Context: an optimization exercise on an open-source flow, tuned for small area, a short achievable clock period and few clock cycles. The choices shown serve that exercise and are no tape-out recipe. The RTL was checked by simulation tests, not by an equivalence proof against the original design. Power is estimated from default activity; no workload was simulated.

==> flow/design.v, too long to show whole: its modules and the start of the top module <==
// module m402_decoder: 1083 lines
module m402_decoder (
    input  wire        clk,
    input  wire        rst,
    input  wire        in_valid,
    output wire        in_ready,
    input  wire        in_pvalid,
    input  wire [6:0]  in_plen,
    input  wire [87:0] in_payload,
    input  wire [15:0] in_addr,
    output reg         out_valid,
    output reg  [3:0]  out_result,
    output reg         out_vld,
    output reg  [31:0] out_value
);
  // ...
==> flow/run.sh <==
#!/bin/bash
# synth_recipe.tcl (not shown) runs the flow's synth.tcl, then flattens the netlist and writes it again
# the make line also repeats each setting of config.mk as NAME=value (left out here)
make -C /OpenROAD-flow-scripts/flow DESIGN_CONFIG=/design/flow/config.mk WORK_HOME=/design/flow/orfs CLKGATE_MAP_FILE= SYNTH_SCRIPT=/design/flow/synth_recipe.tcl finish
==> flow/config.mk <==
export PLATFORM = sky130hd
export DESIGN_NAME = m402_decoder
export DESIGN_NICKNAME = m402_decoder
export VERILOG_FILES = /design/flow/design.v
export SDC_FILE = /design/flow/constraint.sdc
export NUM_CORES = 4
export LEC_CHECK = 0
export CAP_MARGIN = 20
export CORE_MARGIN = 2
export CORE_UTILIZATION = 40
export PLACE_DENSITY = 0.6
export SETUP_SLACK_MARGIN = 5
export SLEW_MARGIN = 20
==> flow/constraint.sdc <==
create_clock -name core_clock -period 10.0 [get_ports {clk}]
set_input_delay 2.0000 -clock core_clock [delete_from_list [all_inputs] [get_ports {clk}]]
set_output_delay 2.0000 -clock core_clock [all_outputs]
set_load 0.01 [all_outputs]
==> run summary, run 1 <==
* Setup crit end kind: register
* Wire length on met3 at 30700 um
* Dpl ws at 4250 ps
* Non-clock inverter count at 378
* Clk buf depth at 3
* Via count of the first global-routing pass at ~56000
* RSZ-0062 raised after global routing: true
* Antenna violations before repair at 22
* Number of pins with negative max-slew slack in the final report at 0
* Fin cells at 9039
* Worst Skew at around 53 ps
* Post-synth EDFFs at around 390
* P&R area growth vs syn at 11.7%
* Routability cong. at 1.02
* Number of cells on the critical path at 12
* Minimum clock period at ~5000 ps
* Power Clock at 3.18 mW
* Leading post-synthesis cells by instance count: 602 x nand2_1, 563 x clkbuf_1, 517 x nor2_1, 446 x o21ai_0, 422 x a21oi_1
* Post-detailed-placement cell area at around 0.065 mm2
* Uppermost routed layer: met5
* Ratio of final minimum period to clock period at 0.500
* Antenna diode instance count at 10
* Parity-gate share of the synthesized area counting xor and xnor cells at 0.0806
* Outcome: no timing/DRC/antenna violations
* Critical path origin: a_k[0]$_DFFE_PP_
* Postcts setup bufs at between 40 and 50
* Endpoint of the worst-slack reg-to-reg timing path: b_c3[2]$_DFFE_PP_
* Largest net degree at the start of global routing at roughly 160
* Startpoint type of the worst setup path: register
* Post-route DRC at 0
* Tapcells inserted at approximately 2000
* First DRT Iteration DRCs at 8061
* Clock latency at the later pin of the worst-skew pair at 730 ps
* #MultiIn Comb at around 5300
* Post-synthesis average cell area at around 8.8 um2
* Arrival time worst endpoint at about 5400 ps
* Series of cell instances along the critical path: buf_4 -> inv_1 -> buf_4 -> ha_1 -> and2_1 -> buf_4 -> nor2_1 -> nand2_1 -> a32oi_1 -> nor2_1 -> o311ai_0 -> o21ai_0
* Reg2Reg Depth at 12
* Arithmetic-cell share of the synthesized area counting full adders, half adders and majority gates at 0.145
* Relative contribution of the clock network to total power at 0.104
* Async SR Flop Fraction at 0
* Via total after detailed routing at 59433
* Synthesized flop and latch total at slightly above 700
Testbench counts, summed over its fixed seeds: cycles 2,534.
==> run 2, diff against run 1 <==
--- a/flow/design.v
+++ b/flow/design.v
@@ -177,23 +177,32 @@
             b_s3    <= bh_s3;
             b_s4    <= bh_s4;
             b_neg   <= bh_neg;
             b_k     <= a_k;
             b_lz    <= {z4, z3, z2, z1, z0} + {a_nsh, 3'd0};    
         end
     end
     reg         m_valid, m_chk, m_rp;
-    reg  [5:0]  m_wterm;
     reg         m_spec, m_hdr, m_mal, m_inf, m_sign, m_cexact;
     reg  [31:0] m_c;
     reg  [10:0] m_s1, m_s2, m_s3, m_s4, m_neg;
     reg  [63:0] m_r0, m_r1;
     reg  [9:0]  m_ebase;
-    wire   m_amb = m_chk && (&m_wterm);
+    wire [5:0]  wa   = m_r0[37:32];
+    wire [5:0]  wb   = m_r1[37:32];
+    wire [5:0]  wx   = wa ^ wb;
+    wire [4:0]  wcnd = wx[5:1] ^ (wa[4:0] & wb[4:0]);
+    wire        g31  = m_r0[31] & m_r1[31];
+    wire        p31  = m_r0[31] ^ m_r1[31];
+    wire        g30  = m_r0[30] & m_r1[30];
+    wire        p30  = m_r0[30] ^ m_r1[30];
+    wire        cdef = g31 | (p31 & g30);
+    wire        cunk = p31 & p30;
+    wire        m_amb = m_chk && (&wcnd) && (cunk || (cdef ? !wx[0] : wx[0]));
     assign stall = m_amb;
     wire [31:0] ma   = b_c;
     wire [33:0] ma3  = b_c3;
     wire [10:0] ms1  = b_s1;
     wire [10:0] ms2  = b_s2;
     wire [10:0] ms3  = b_s3;
     wire [10:0] ms4  = b_s4;
     wire [10:0] mneg = b_neg;
@@ -887,41 +896,29 @@
     wire mt_s337 = ~mneg[9] ^ mt_pp[10][31] ^ mt_c278;
     wire mt_c337 = (~mneg[9] & mt_pp[10][31]) | (~mneg[9] & mt_c278) | (mt_pp[10][31] & mt_c278);
     wire mt_s338 = mt_pp[10][32] ^ 1'b1;
     wire mt_c338 = mt_pp[10][32] & 1'b1;
     wire mt_s339 = mt_pp[10][33] ^ 1'b1;
     wire mt_c339 = mt_pp[10][33] & 1'b1;
     assign rows_r0 = {mt_s339, mt_s338, mt_s337, mt_s336, mt_s335, mt_s334, mt_s333, mt_s332, mt_s331, mt_s330, mt_s329, mt_s328, mt_s327, mt_s326, mt_s325, mt_s324, mt_s323, mt_s322, mt_s321, mt_s320, mt_s319, mt_s318, mt_s317, mt_s316, mt_s315, mt_s314, mt_s313, mt_s312, mt_s311, mt_s310, mt_s309, mt_s308, mt_s307, mt_s306, mt_s305, mt_s304, mt_s303, mt_s302, mt_s301, mt_s300, mt_s299, mt_s298, mt_s297, mt_s296, mt_s295, mt_s294, mt_s293, mt_s292, mt_s291, mt_s290, mt_s289, mt_s288, mt_s287, mt_s286, mt_s285, mt_s284, mt_s283, mt_s282, mt_s281, mt_s280, mneg[1], mt_pp[0][2], mt_pp[0][1], mt_pp[0][0]};
     assign rows_r1 = {mt_c338, mt_c337, mt_c336, mt_c335, mt_c334, mt_c333, mt_c332, mt_c331, mt_c330, mt_c329, mt_c328, mt_c327, mt_c326, mt_c325, mt_c324, mt_c323, mt_c322, mt_c321, mt_c320, mt_c319, mt_c318, mt_c317, mt_c316, mt_c315, mt_c314, mt_c313, mt_c312, mt_c311, mt_c310, mt_c309, mt_c308, mt_c307, mt_c306, mt_c305, mt_c304, mt_c303, mt_c302, mt_c301, mt_c300, mt_c299, mt_c298, mt_c297, mt_c296, mt_c295, mt_c294, mt_c293, mt_c292, mt_c291, mt_c290, mt_c289, mt_c288, mt_c287, mt_c286, mt_c285, mt_c284, mt_c283, mt_c282, mt_c281, mt_c280, mt_c279, mt_s279, 1'b0, 1'b0, mneg[0]};
-    wire [5:0]  wa   = rows_r0[37:32];
-    wire [5:0]  wb   = rows_r1[37:32];
-    wire [5:0]  wx   = wa ^ wb;
-    wire [4:0]  wcnd = wx[5:1] ^ (wa[4:0] & wb[4:0]);
-    wire        g31  = rows_r0[31] & rows_r1[31];
-    wire        p31  = rows_r0[31] ^ rows_r1[31];
-    wire        g30  = rows_r0[30] & rows_r1[30];
-    wire        p30  = rows_r0[30] ^ rows_r1[30];
-    wire        cdef = g31 | (p31 & g30);
-    wire        cunk = p31 & p30;
-    wire [5:0]  wterm = {wcnd, cunk || (cdef ? !wx[0] : wx[0])};
     wire [31:0] clo  = TAB_LO[{b_k, 5'd0} +: 32];
     wire       b_cexact = b_k[6] ? (b_k[5:0] == 6'd0) : (b_k[5:0] <= 6'd13);
     wire [9:0] b_ebase  = TAB_E[b_k * 10 +: 10] - {5'd0, b_lz};
     always @(posedge clk) begin
         if (rst) begin
             m_valid <= 1'b0;
             m_chk   <= 1'b0;
             m_rp    <= 1'b0;
         end else begin
             m_valid <= b_valid;
             m_chk   <= b_valid && !b_spec && !b_cexact;
             m_rp    <= b_rp;
         end
-        m_wterm  <= wterm;
         m_r0     <= rows_r0;
         m_r1     <= rows_r1;
         m_spec   <= b_spec;
         m_hdr    <= b_hdr;
         m_mal    <= b_mal;
         m_inf    <= b_inf;
         m_sign   <= b_sign;
         m_cexact <= b_cexact;
==> run 2 against run 1 <==
  * Sequential power decreased by 2%
  * Register-to-register slack improved by 110 ps
  * Non-clock buffer count decreased by 99
  * Die area decreased by 0.53%
  * Synthesized cell count decreased by 0.50%
  * Critical endpoint is now m_ebase[8]$_DFF_P_
  * Clock-buffer cell count unchanged
  * Synthesized area decreased by 0.54%
  * Wire length decreased by 6.1%
  * Worst hold slack got worse by 1.0 ps
  * Utilization decreased by 0.94 points
  * Still clean on timing, DRC and antenna
  * Largest power group unchanged
==> run summary, run 2 <==
* Outcome: no timing/DRC/antenna violations
* Post-synth EDFFs at 387 (unchanged)
* Library cell occupying the most area in the post-synthesis netlist: edfxtp_1
* Initial core utilization at 0.402
* P&R area growth vs syn at 9.75%
* TritonCTS Buffers at 79
* Area of the multi-input gates at 0.0399 mm2
* PwrDens at a little under 400 mW/mm2
* Max Fclk at ~200 MHz
* Hold-fix buffers at CTS at 0
* Max-cap violations at 0
* Sequential cell area at between 0.015 and 0.02 mm2
* Worst setup slack for register-to-register paths at a little over 5000 ps
* Yosys cell types at just over 100
* Clock transition at the registers of the reported paths at 60 ps
* Final Core Density at 0.441
* Number of setup violations in the final report at 0
* Leading post-synthesis cells by instance count: 681 x nand2_1, 580 x clkbuf_1, 440 x nor2_1, 436 x o21ai_0, 423 x a21oi_1
* Synthesis warning total at 1
* Critical-path top delay cell: nor3_1
* TritonCTS clock tree: done
* Number of pins with negative max-slew slack in the final report at 0 (unchanged)
* Actual slew at the worst max-slew pin at ~1300 ps
* Leakage power total at ~26 nW
* Residual overflow from global routing at 0
* Routability cong. at 1.04 (+1.9%)
* Number of clock sinks seen by CTS at a little over 700
* Crit-path max cell delay at about 650 ps
* Overall fraction of global-route tracks in use at 0.332
* Largest net degree at the start of global routing at 164 (+5.1%)
* Hold worst-path end: m_sign$_DFF_P_
* Placed instance count at about 8700
* Total die area at ~0.16 mm2
* Placement row count at 144
* Fill cell total of the finished layout at about 15000
* Global-route wire length before repair at a little under 400000 um
* Arrival time worst endpoint at 5520 ps (+160 ps)
* Post-synthesis average cell area at 8.80 um2 (about the same)
* Regs by FF count: c_p: 64 flops, e_p: 64 flops, m_r0: 64 flops
* Combinational share of power at 0.690
* Minimum clock period at 4890 ps (-112 ps)
* Detail Placement HPWL at roughly 180000 um
* Floorplan die width at about 400 um
* Sw power at roughly 13 mW
* Internal power summed over all cells at ~14 mW
* WL/cell at slightly above 30 um
* Worst hold path class: register to register
* Post-synth top flop: edfxtp_1
* Final hold vios at 0
* Type of the setup path with the least slack: register to register
* Series of cell instances along the critical path: buf_4 -> clkinvlp_4 -> ha_2 -> nor2b_1 -> buf_4 -> nor3_1 -> o32ai_1 -> nand2_1 -> nand4b_1 -> o21ai_1 -> ha_1 -> fa_1 -> inv_1 -> a21o_1 -> a21oi_1 -> nand2b_1 -> and3b_1 -> nand3_1 -> nand2_1
* Leading cell types by total area after synthesis: edfxtp_1 19%, dfxtp_1 10%, fa_1 9.0%
* Layout Nets at 7435
* Endpoint of the worst-slack reg-to-reg timing path: m_ebase[8]$_DFF_P_
* Number of routed nets with antenna violations at 0
* Worst path required time at 10630 ps
* Leading cell type in the layout, fill and taps excluded: nand2_1
* Clock latency at the later pin of the worst-skew pair at 720 ps (about the same)
* Final TNS setup at 0 ps
* Relative contribution of the clock network to total power at 0.115 (+0.011)
* Startpoint type of the worst setup path: register
* I/O pin total at approximately 150
* Wire length reported by the detailed router at around 270000 um
* Post-synthesis instance area at 0.0617 mm2
* Count leader, synth: nand2_1
* Post-route DRC at 0 (unchanged)
* Via count of the first global-routing pass at 55241 (-1.7%)
* Worst Skew at 61.5 ps (+8.61 ps)
* Async SR Flop Fraction at 0 (unchanged)
* RSZ-0062 raised after global routing: false
* Via-per-instance ratio at 6.63
* Synth Instances at 7014
* Y dimension of the die at ~400 um
* Reg2Reg Launch Point: b_k[0]$_DFFE_PP_
* Setup crit end kind: register
* Peak supply drop at 0.402 mV
* Post-route cell area at 0.0678 mm2
* Critical hold path startpoint: b_sign$_DFFE_PP_
* Ratio of final minimum period to clock period at 0.489 (-0.0112)
* Antenna violations before repair at 10 (-55%)
* Number of iterations in the first detailed-routing pass at 9
* Reg2Reg Depth at 19 (+7)
* Clock H-tree levels at 3
* Top-area cell type share of the netlist area at 0.188
* Fin cells at 8886 (-1.7%)
* Clk buf depth at 3 (unchanged)
* Number of stages on the worst hold path at 0
* First DRT Iteration DRCs at 8240 (+2.2%)
* Placeable core region at 0.154 mm2
* Synthesized flop and latch total at 710 (-0.84%)
* Portion of the post-synthesis area used by sequential elements at 0.293
* Highest-count cells in the layout ignoring fill and taps: 678 x nand2_1, 432 x o21ai_0, 432 x nor2_1, 421 x a21oi_1, 387 x edfxtp_1
* Reg power frac at 0.195
* Input/output buffers at about 140
* Maximum fanout along the worst path at 17
* Root buf cell: clkbuf_16
* Via total after detailed routing at 58917 (-0.87%)
* Worst-case headroom to the max-slew limit at 0.143
* Switching share of total power at 0.493
* Layout cell share with drive strength beyond 1 at 0.0695
* Post-detailed-placement cell area at 0.0648 mm2 (-0.71%)
## run 2: cell types whose count changed after synthesis, sizes merged, moves of 15 or more
cell    change
nand3      +15
clkbuf     +19
nand2b     +28
o211ai     +16
nor3       -32
xnor2      -38
a21o       +34
inv        -40
nand2      +78
o22ai      -17
nor2       -78
xor2       +24
## run 2: repair_timing
action / in CTS / in global routing
gates cloned: 1 / 1
setup endpoints to repair: 53 / 44
resized for setup: 8 / 9
pin swaps: 3 / 2
buffers inserted: 1 / 4
## run 2: through the flow
step / worst slack (ps) / power [mW] / hold WS, ps
after floorplan: 5170 / 17.2 / 323
after global placement: 4430 / 23.1 / 328
after detailed placement: 4420 / 23.5 / 327
after CTS: 4980 / 26.7 / 340
after global routing: 4990 / 29.4 / 352
final: 5110 / 26.9 / 339
## run 2: area by class of cell
class,instances,share of cell area
Multi-Input combinational cell,5285,0.589
Sequential cell,710,0.267
Timing Repair Buffer,353,0.0451
Tap cell,2044,0.0377
Clock buffer,114,0.0348
Inverter,335,0.0187
Clock inverter,33,0.00689
Antenna cell,12,0.000443
## run 2: worst max-delay path by stage
stage                           startpoint                 end  slack (ps)  cells past startpoint
finish                    b_k[0]$_DFFE_PP_  m_ebase[8]$_DFF_P_        5110                     19
global route        a_xl[18]$_SDFFCE_PN0P_   b_s4[9]$_DFFE_PP_        4990                     13
CTS                 a_xl[31]$_SDFFCE_PN0P_   b_s4[9]$_DFFE_PP_        4980                     13
detailed placement  a_xl[31]$_SDFFCE_PN0P_   b_s4[9]$_DFFE_PP_        4420                     13
global placement    a_xl[31]$_SDFFCE_PN0P_   b_s4[5]$_DFFE_PP_        4430                     12
floorplan               c_amb$_SDFFE_PP0P_  e_amb$_SDFFE_PP0P_        5170                      5
## run 2: power groups by stage
stage	Sequential, mW	Clock, mW	Combinational [mW]
after floorplan	4.97	0	12.3
after global placement	5.27	0	17.9
after detailed placement	5.28	0	18.2
after CTS	5.23	3.17	18.3
after global routing	5.29	3.27	20.9
final	5.24	3.09	18.6
## run 2: cells by family (layout without fill, tap and decap cells)
group	count (synthesis)	after routing	share of synthesized area
adders and majority gates	556	556	0.146
and+or+nand+nor	1694	1694	0.125
AOI/OAI and AO/OA	2331	2333	0.267
other	1	14	0.0000607
muxes	143	143	0.0267
buffers and inverters	1022	835	0.0631
DFF	710	710	0.293
xor gates and xnor gates	557	557	0.0790
## run 2: critical path, delay by kind of cell (launching register included)
kind / cells / cell delay, ps
adders and majority gates: 3 / 1010
DFF: 1 / 330
buffers and inverters: 4 / 1080
AOI/OAI and AO/OA: 4 / 880
and+or+nand+nor: 8 / 1510
## run 2: layer usage
metal / routed length [um] / share of wire / vias up / global-route usage
met4: 17200 / 0.063 / 10 / 0.169
met1: 109000 / 0.40 / 28566 / 0.440
met5: 126 / 0.00046 / - / 0.00277
met3: 31700 / 0.12 / 995 / 0.0961
met2: 114000 / 0.42 / 4057 / 0.490
li1: - / - / 25289 / -
Testbench counts of run 2, summed over its fixed seeds: cycles 2,534.

port drivers added, routing unchanged:
Ports are ideal in the flow. The routed layouts listed here were re-timed in OpenROAD.
Step 1, drivers: a clkbuf_16 drives clk and a buf_2 each remaining input, both assumed.
Step 2 moves the port delays by t, midway between the first and last clock arrival at a register: inputs arrive t later, outputs are due t later. That takes back most of the time a late clock gives input paths.
a / b / c = ideal ports / drivers / drivers and shift; a / b = the first two.
run | t, ns | setup slack, ns | latest minus earliest clock arrival (ns)
run 1 | 0.778 | 5.002 / 5.002 / 5.002 | 0.058 / 0.059
run 2 | 0.780 | 5.114 / 5.103 / 4.891 | 0.065 / 0.065
After both steps setup and hold are still met in every run listed. The setup slack of run 2, which loses most, moves by -0.011 ns with the drivers and by -0.223 ns with both steps.
